Context: an optimization exercise on an open-source flow, tuned for small area. The choices shown serve that exercise and are no tape-out recipe. The RTL was checked by simulation tests, not by an equivalence proof against the original design. Power figures rest on the tool's default switching activity, not on a simulated workload.

**design/flow/config.mk**
```make
export PLATFORM = sky130hd
export DESIGN_NAME = b62_core
export DESIGN_NICKNAME = b62_core
export VERILOG_FILES = /design/flow/design.v
export SDC_FILE = /design/flow/constraint.sdc
export NUM_CORES = 4
export LEC_CHECK = 0
export CAP_MARGIN = 20
export CORE_MARGIN = 2
export CORE_UTILIZATION = 40
export SLEW_MARGIN = 20
```
**design/flow/constraint.sdc**
```tcl
create_clock -name core_clock -period 5.5 [get_ports {clk}]
set_input_delay 1.1000 -clock core_clock [delete_from_list [all_inputs] [get_ports {clk}]]
set_output_delay 1.1000 -clock core_clock [all_outputs]
set_load 0.01 [all_outputs]
```
**design/flow/design.v**
```verilog
module b62_core (
    input  wire         clk,
    input  wire         rst,       
    input  wire         start,     
    input  wire         dec,       
    input  wire [1:0]   sel,       
    input  wire [5:0]   len,       
    input  wire [343:0] din,
    output wire         ready,
    output reg          done,
    output reg  [1:0]   err,       
    output reg  [5:0]   err_idx,   
    output reg  [5:0]   out_len,
    output reg  [343:0] dout
);
    localparam ERR_NONE  = 2'd0;
    localparam ERR_ALPHA = 2'd1;
    localparam ERR_FRAME = 2'd2;
    localparam ERR_OVF   = 2'd3;
    localparam S_IDLE = 3'd0;
    localparam S_LOAD = 3'd1;    
    localparam S_DBL  = 3'd2;    
    localparam S_SYM  = 3'd3;    
    localparam S_HALF = 3'd4;    
    localparam S_FIN  = 3'd5;
    function [5:0] digits_of;
        input [5:0] n;
        case (n)
            6'd1:  digits_of = 6'd2;   6'd2:  digits_of = 6'd3;
            6'd3:  digits_of = 6'd5;   6'd4:  digits_of = 6'd6;
            6'd5:  digits_of = 6'd7;   6'd6:  digits_of = 6'd9;
            6'd7:  digits_of = 6'd10;  6'd8:  digits_of = 6'd11;
            6'd9:  digits_of = 6'd13;  6'd10: digits_of = 6'd14;
            6'd11: digits_of = 6'd15;  6'd12: digits_of = 6'd17;
            6'd13: digits_of = 6'd18;  6'd14: digits_of = 6'd19;
            6'd15: digits_of = 6'd21;  6'd16: digits_of = 6'd22;
            6'd17: digits_of = 6'd23;  6'd18: digits_of = 6'd25;
            6'd19: digits_of = 6'd26;  6'd20: digits_of = 6'd27;
            6'd21: digits_of = 6'd29;  6'd22: digits_of = 6'd30;
            6'd23: digits_of = 6'd31;  6'd24: digits_of = 6'd33;
            6'd25: digits_of = 6'd34;  6'd26: digits_of = 6'd35;
            6'd27: digits_of = 6'd37;  6'd28: digits_of = 6'd38;
            6'd29: digits_of = 6'd39;  6'd30: digits_of = 6'd41;
            6'd31: digits_of = 6'd42;  6'd32: digits_of = 6'd43;
            default: digits_of = 6'd0;
        endcase
    endfunction
    function [5:0] bytes_of;
        input [5:0] k;
        case (k)
            6'd2:  bytes_of = 6'd1;   6'd3:  bytes_of = 6'd2;
            6'd5:  bytes_of = 6'd3;   6'd6:  bytes_of = 6'd4;
            6'd7:  bytes_of = 6'd5;   6'd9:  bytes_of = 6'd6;
            6'd10: bytes_of = 6'd7;   6'd11: bytes_of = 6'd8;
            6'd13: bytes_of = 6'd9;   6'd14: bytes_of = 6'd10;
            6'd15: bytes_of = 6'd11;  6'd17: bytes_of = 6'd12;
            6'd18: bytes_of = 6'd13;  6'd19: bytes_of = 6'd14;
            6'd21: bytes_of = 6'd15;  6'd22: bytes_of = 6'd16;
            6'd23: bytes_of = 6'd17;  6'd25: bytes_of = 6'd18;
            6'd26: bytes_of = 6'd19;  6'd27: bytes_of = 6'd20;
            6'd29: bytes_of = 6'd21;  6'd30: bytes_of = 6'd22;
            6'd31: bytes_of = 6'd23;  6'd33: bytes_of = 6'd24;
            6'd34: bytes_of = 6'd25;  6'd35: bytes_of = 6'd26;
            6'd37: bytes_of = 6'd27;  6'd38: bytes_of = 6'd28;
            6'd39: bytes_of = 6'd29;  6'd41: bytes_of = 6'd30;
            6'd42: bytes_of = 6'd31;  6'd43: bytes_of = 6'd32;
            default: bytes_of = 6'd0;
        endcase
    endfunction
    function [7:0] alpha;
        input [1:0] s;
        input [5:0] d;
        case (s)
            2'd1:    alpha = (d < 6'd26) ? 8'h41 + {2'b00, d} :
                             (d < 6'd52) ? 8'h61 + {2'b00, d} - 8'd26 :
                                           8'h30 + {2'b00, d} - 8'd52;
            2'd2:    alpha = (d < 6'd10) ? 8'h30 + {2'b00, d} :
                             (d < 6'd36) ? 8'h61 + {2'b00, d} - 8'd10 :
                                           8'h41 + {2'b00, d} - 8'd36;
            default: alpha = (d < 6'd10) ? 8'h30 + {2'b00, d} :
                             (d < 6'd36) ? 8'h41 + {2'b00, d} - 8'd10 :
                                           8'h61 + {2'b00, d} - 8'd36;
        endcase
    endfunction
    function [6:0] sym;
        input [1:0] s;
        input [7:0] c;
        reg [7:0] num, up, lo;
        begin
            num = c - 8'h30;
            up  = c - 8'h41;
            lo  = c - 8'h61;
            if (c >= 8'h30 && c <= 8'h39)
                sym = {1'b1, (s == 2'd1) ? num[5:0] + 6'd52 : num[5:0]};
            else if (c >= 8'h41 && c <= 8'h5A)
                sym = {1'b1, (s == 2'd1) ? up[5:0] : (s == 2'd2) ? up[5:0] + 6'd36 : up[5:0] + 6'd10};
            else if (c >= 8'h61 && c <= 8'h7A)
                sym = {1'b1, (s == 2'd1) ? lo[5:0] + 6'd26 : (s == 2'd2) ? lo[5:0] + 6'd10 : lo[5:0] + 6'd36};
            else
                sym = 7'd0;
        end
    endfunction
    function [255:0] byte_mask;
        input [5:0] nb;
        integer j;
        begin
            byte_mask = 256'd0;
            for (j = 0; j < 32; j = j + 1)
                if (j < nb) byte_mask[8*j +: 8] = 8'hFF;
        end
    endfunction
    reg  [2:0]   state;
    reg          dec_r;
    reg  [1:0]   sel_r;
    reg  [5:0]   len_r;       
    reg  [343:0] din_r;
    reg  [5:0]   ndig;        
    reg  [5:0]   nbyt;        
    reg  [7:0]   cnt;
    reg  [257:0] dig;         
    reg  [255:0] bits;        
    reg          bad;         
    reg  [5:0]   bad_idx;
    assign ready = (state == S_IDLE);
    reg  [257:0] dig_dbl;
    reg          cy;
    integer i;
    always @* begin
        cy = din_r[cnt];
        for (i = 0; i < 43; i = i + 1) begin
            if (dig[6*i +: 6] >= 6'd31) begin
                dig_dbl[6*i +: 6] = {dig[6*i +: 5], cy} - 6'd62;
                cy = 1'b1;
            end else begin
                dig_dbl[6*i +: 6] = {dig[6*i +: 5], cy};
                cy = 1'b0;
            end
        end
    end
    reg  [257:0] dig_half;
    always @* begin
        for (i = 0; i < 43; i = i + 1)
            dig_half[6*i +: 6] = {1'b0, dig[6*i+1 +: 5]} +
                                 (((i < 42) && dig[6*(i+1)]) ? 6'd31 : 6'd0);
    end
    wire [6:0] cur_sym  = sym(sel_r, din_r[8*cnt[5:0] +: 8]);
    wire [7:0] cur_char = alpha(sel_r, dig[6*cnt[5:0] +: 6]);
    always @(posedge clk) begin
        if (rst) begin
            state <= S_IDLE;
            done  <= 1'b0;
        end else begin
            done <= 1'b0;
            case (state)
                S_IDLE: if (start) begin
                    dec_r   <= dec;
                    sel_r   <= sel;
                    len_r   <= len;
                    din_r   <= din;
                    ndig    <= dec ? len : digits_of(len);
                    nbyt    <= dec ? bytes_of(len) : len;
                    dig     <= 258'd0;
                    bad     <= 1'b0;
                    bad_idx <= 6'd0;
                    if (dec) begin
                        cnt   <= {2'b00, len - 6'd1};
                        state <= S_LOAD;
                    end else begin
                        cnt   <= {len[4:0], 3'b000} - 8'd1;
                        state <= S_DBL;
                    end
                end
                S_LOAD: begin
                    dig <= {dig[251:0], cur_sym[5:0]};
                    if (!cur_sym[6] && !bad) begin
                        bad     <= 1'b1;
                        bad_idx <= ndig - 6'd1 - cnt[5:0];
                    end
                    cnt <= cnt - 8'd1;
                    if (cnt == 8'd0) begin
                        cnt <= 8'd0;
                        if (bad || !cur_sym[6] || nbyt == 6'd0)
                            state <= S_FIN;
                        else
                            state <= S_HALF;
                    end
                end
                S_DBL: begin
                    dig <= dig_dbl;
                    cnt <= cnt - 8'd1;
                    if (cnt == 8'd0) begin
                        cnt   <= {2'b00, ndig - 6'd1};
                        dout  <= 344'd0;
                        state <= S_SYM;
                    end
                end
                S_SYM: begin
                    dout <= {dout[335:0], cur_char};
                    cnt  <= cnt - 8'd1;
                    if (cnt == 8'd0)
                        state <= S_FIN;
                end
                S_HALF: begin
                    dig <= dig_half;
                    bits[cnt] <= dig[0];
                    cnt <= cnt + 8'd1;
                    if (cnt == {nbyt[4:0], 3'b000} - 8'd1)
                        state <= S_FIN;
                end
                S_FIN: begin
                    state   <= S_IDLE;
                    done    <= 1'b1;
                    err_idx <= 6'd0;
                    if (!dec_r) begin
                        err     <= ERR_NONE;
                        out_len <= ndig;
                    end else if (bad) begin
                        err     <= ERR_ALPHA;
                        err_idx <= bad_idx;
                        out_len <= 6'd0;
                        dout    <= 344'd0;
                    end else if (nbyt == 6'd0) begin
                        err     <= ERR_FRAME;
                        out_len <= 6'd0;
                        dout    <= 344'd0;
                    end else if (|dig) begin
                        err     <= ERR_OVF;
                        out_len <= 6'd0;
                        dout    <= 344'd0;
                    end else begin
                        err     <= ERR_NONE;
                        out_len <= nbyt;
                        dout    <= {88'd0, bits & byte_mask(nbyt)};
                    end
                end
                default: state <= S_IDLE;
            endcase
        end
    end
endmodule
```
**design/flow/run.sh**
```bash
#!/bin/bash
# synth_recipe.tcl (not shown) runs the flow's synth.tcl, then flattens the netlist and writes it again
# the make line also repeats each setting of config.mk as NAME=value (left out here)
make -C /OpenROAD-flow-scripts/flow DESIGN_CONFIG=/design/flow/config.mk WORK_HOME=/design/flow/orfs CLKGATE_MAP_FILE= SYNTH_SCRIPT=/design/flow/synth_recipe.tcl finish
```
==> results.yml <==
floorplanning:
  die_w_um: 428
  initial_utilization: 0.403
  die_y_um: 428
  design.core.area_um2: 179000
  top_level_ports: 716
  dieArea_um2: 183000
  rows: 155
synthesis:
  postSynthRegisterBits: 1250
  async_flop_share: 0
  syn_area_per_cell_um2: 12.1
  synth_nets: 6702
  yosys-top-cells-area: "sky130_fd_sc_hd__edfxtp_1 52%, sky130_fd_sc_hd__mux4_2 6.6%, sky130_fd_sc_hd__ha_1 6.0%"
  post_synth_instance_area_um2: 71900
  synth_cell_types: 86
  synth-edff-count: 1246
  synth_seq_area_share: 0.521
  leading_register_cell_type_out_of_synthesis: "sky130_fd_sc_hd__edfxtp_1"
  cells_after_synthesis: 5957
  synth_area_leader_cell: "sky130_fd_sc_hd__edfxtp_1"
  yosysWarningCount: 2
  synth.top_cell.area_share: 0.520
timing:
  final.setup.tns_ps: 0
  rsz0062_at_grt: "false"
  report.final.setup_viol: 0
  finalClockSkew_ps: 67.6
  timing_worst_slew_pin_value_ps: 1150
  worst_hold_slack_ps: 549
  final-max-slew-violation-count: 0
  finalWorstPathRequiredPeriod_ps: 5210
  slew_headroom: 0.233
  period_share: 0.947
  finalHoldViolations: 0
  achievable-frequency_mhz: 192
cells_and_area:
  final_layout_size_suffix_gt1_frac: 0.105
  finish.net_count: 7362
  layout_commonest_cell: "sky130_fd_sc_hd__edfxtp_1"
  highest_count_cells_in_the_layout_ignoring_fill_and_taps: "1246 x sky130_fd_sc_hd__edfxtp_1, 715 x sky130_fd_sc_hd__clkdlybuf4s50_1, 635 x sky130_fd_sc_hd__o21ai_0"
  finalInstanceArea_um2: 87200
  area_growth_pct: 21.3
  instances_no_fill: 9097
worst_setup_path:
  crit_path_start_kind: "register"
  critical_path.reg2reg.startpoint: "cnt[1]$_DFFE_PP_"
  crit_path_max_fanout: 82
  crit_required_ps: 6020
  cp_common_cell: "sky130_fd_sc_hd__buf_4"
  setup.worst_path.end_class: "register"
  path_cells: "buf_12 > buf_12 > mux4_2 > mux2i_1 > a2111oi_0 > buf_4 > a221o_1 > inv_1 > ha_1 > inv_1 > o21ai_0 > nand2_1 > nand2_1 > a21oi_1 > nand2_1 > a21oi_1 > buf_4 > a21o_1 > nor2_1 > buf_4 > a31oi_1 > nor4_1 > buf_4"
  crit_type: "register to register"
  slowest_delay_ps: 440
  cp.arrival_ps: 5730
  timing.critical_path.from: "cnt[1]$_DFFE_PP_"
  crit_slowest_cell: "sky130_fd_sc_hd__edfxtp_1"
routing:
  drt-initial-drc-count: 7411
  detail-route-antenna-nets: 0
  wire_per_inst_um: 29.0
  detailroute.via_count: 57100
  drtPass1Iterations: 6
  drt_wl_total_um: 264000
  detailed_route_vias_per_instance: 6.28
  drcViolationCount: 0
clocking:
  clk_pin_slew_ps: 60
  clock_path_buffers: 3
  cts_post_setup_buffers_inserted: 0
  ctsHoldBuffers: 0
  tritoncts: "yes"
  clock_latency_of_the_later_clocked_register_in_the_worst_skew_pair_ps: 830
  cts_made_buffers: 147
  ctsRootBufferMaster: "sky130_fd_sc_hd__clkbuf_16"
  clock_sink_count: 1250
  cts_max_level: 4
  post_cts_resize_count: 0
worst_hold_path:
  hold_class: "register to register"
  worst_hold_startpoint: "bits[243]$_DFFE_PP_"
pwr:
  power_mw: 36.6
  seq_power_share: 0.364
  p_int_mw: 22.8
  sw_frac_of_total: 0.377
  p_per_area_nw_per_um2: 420
  power.leakage_nw: 31.3
  ir_drop_uv: 304
  total_switching_power_mw: 13.8
  clock_power_frac: 0.263
  combinationalPowerShare: 0.373
run_status:
  run_status: "no timing/DRC/antenna violations"
global_routing:
  overflow: 0
  grt_start_max_net_pins: 169
  antenna_found_initial: 13
  wire_length_of_the_first_global_routing_pass_um: 382000
  grt_usage: 0.279
  grt_pass1_vias: 54100
place:
  dp.cells: 8822
  port_buffers: 715
  gp_routability_congestion: 0.939
  detailed_place_hpwl_um: 190000
  placement.cell_area_um2: 82500
job:
  timing.max_cap.violations: 0
cells by family (layout without fill, tap and decap cells):
family	count (synthesis)	count (layout)	synth area share
buffers and inverters	726	1503	0.0408
XOR/XNOR	268	268	0.0326
multiplexers	290	290	0.0775
AND/OR/NAND/NOR	1000	1000	0.0699
adder cells (fa/ha/maj)	390	390	0.0723
AO/OA/AOI/OAI	2033	2033	0.186
other	0	8	0
flip-flops	1250	1250	0.521
path summary, 6_finish.rpt:
check	slack, ps	cells past startpoint	end
setup / recovery	290	23	bad_idx[1]$_SDFFCE_PN0P_
hold / removal	550	1	dout[243]$_DFFE_PP_
setup reg to reg	290	23	bad_idx[1]$_SDFFCE_PN0P_
hold reg to reg	550	1	dout[243]$_DFFE_PP_
synthesized netlist by cell type, drive strengths merged, types with 43 or more instances:
library cell	n
a21o	133
a21oi	269
a22o	241
a22oi	240
a31oi	55
a41o	44
and3	106
buf	84
clkbuf	346
edfxtp	1246
fa	43
ha	346
inv	294
mux2i	58
mux4	211
nand2	307
nand2b	52
nand3	80
nand4	89
nor2	162
nor4	92
o21ai	639
o221ai	46
o22ai	156
o31ai	56
xnor2	212
xor2	56
routing by layer:
layer  routed length [um]  global-route usage  share of wire
met4                10400               0.104          0.039
met2               122000               0.443           0.46
met1               107000               0.379           0.40
met3                24300              0.0533          0.092
met5                   53                   0        0.00020
flip-flops by register name, indices dropped and copies added (netlist names):
name / count
done: 1
dec_r: 1
out_len: 6
dout: 344
cnt: 8
din_r: 344
err: 2
dig: 258
sel_r: 2
err_idx: 6
nbyt: 6
bad_idx: 6
bad: 1
bits: 256
ndig: 6
state: 3
worst max-delay path: cells and delay by family (launching register included):
kind	cells	cell delay (ps)
buffers and inverters	8	1580
flip-flops	1	440
AO/OA/AOI/OAI	7	1130
multiplexers	2	760
adder cells (fa/ha/maj)	1	240
AND/OR/NAND/NOR	5	610
stage by stage:
stage	utilization	worst slack, ps
after floorplan	-	-5220
after global placement	0.462	401
after detailed placement	0.462	368
after CTS	0.488	349
after global routing	0.488	67.7
final	0.488	293
area by class of cell:
cell class | instances | area [um2]
diodes | 8 | 20.0
clock buffers | 185 | 3840
well taps | 2355 | 2950
clock inverters | 81 | 840
repair buffers | 941 | 9360
multi-input cells | 3981 | 31600
inverters | 296 | 1110
fillers | 15800 | 91400
flip-flops and latches | 1250 | 37500
power by group through the flow:
| stage | Combinational, mW | Clock [mW] | Sequential, mW |
|---|---|---|---|
| after CTS | 13.5 | 9.77 | 13.3 |
| after detailed placement | 13.4 | 0 | 13.5 |
| after global routing | 14.7 | 10.1 | 13.4 |
| final | 13.6 | 9.64 | 13.3 |
| after global placement | 13.3 | 0 | 13.5 |
| after floorplan | 9.30 | 0 | 12.8 |

what the ideal ports hide:
Ports are ideal in the flow. The routed layout listed here was re-timed in OpenROAD.
Step 1 assumes that a clkbuf_16 drives the clock port and a buf_2 every other input.
Step 2, shift: input delay + t, output delay - t, t = (earliest + latest rising clock arrival at the registers) / 2. This alone moves slack from input paths to output paths.
a / b / c = no drivers / after step 1 / after step 2; a / b = the first two.
t (ns): 0.881
slack for setup (ns): 0.293 / 0.293 / 0.293
clock arrival spread, ns: 0.076 / 0.075
After both steps this run still meets setup and hold. The setup slack of this run moves by 0.000 ns with the drivers and by 0.000 ns with both steps.
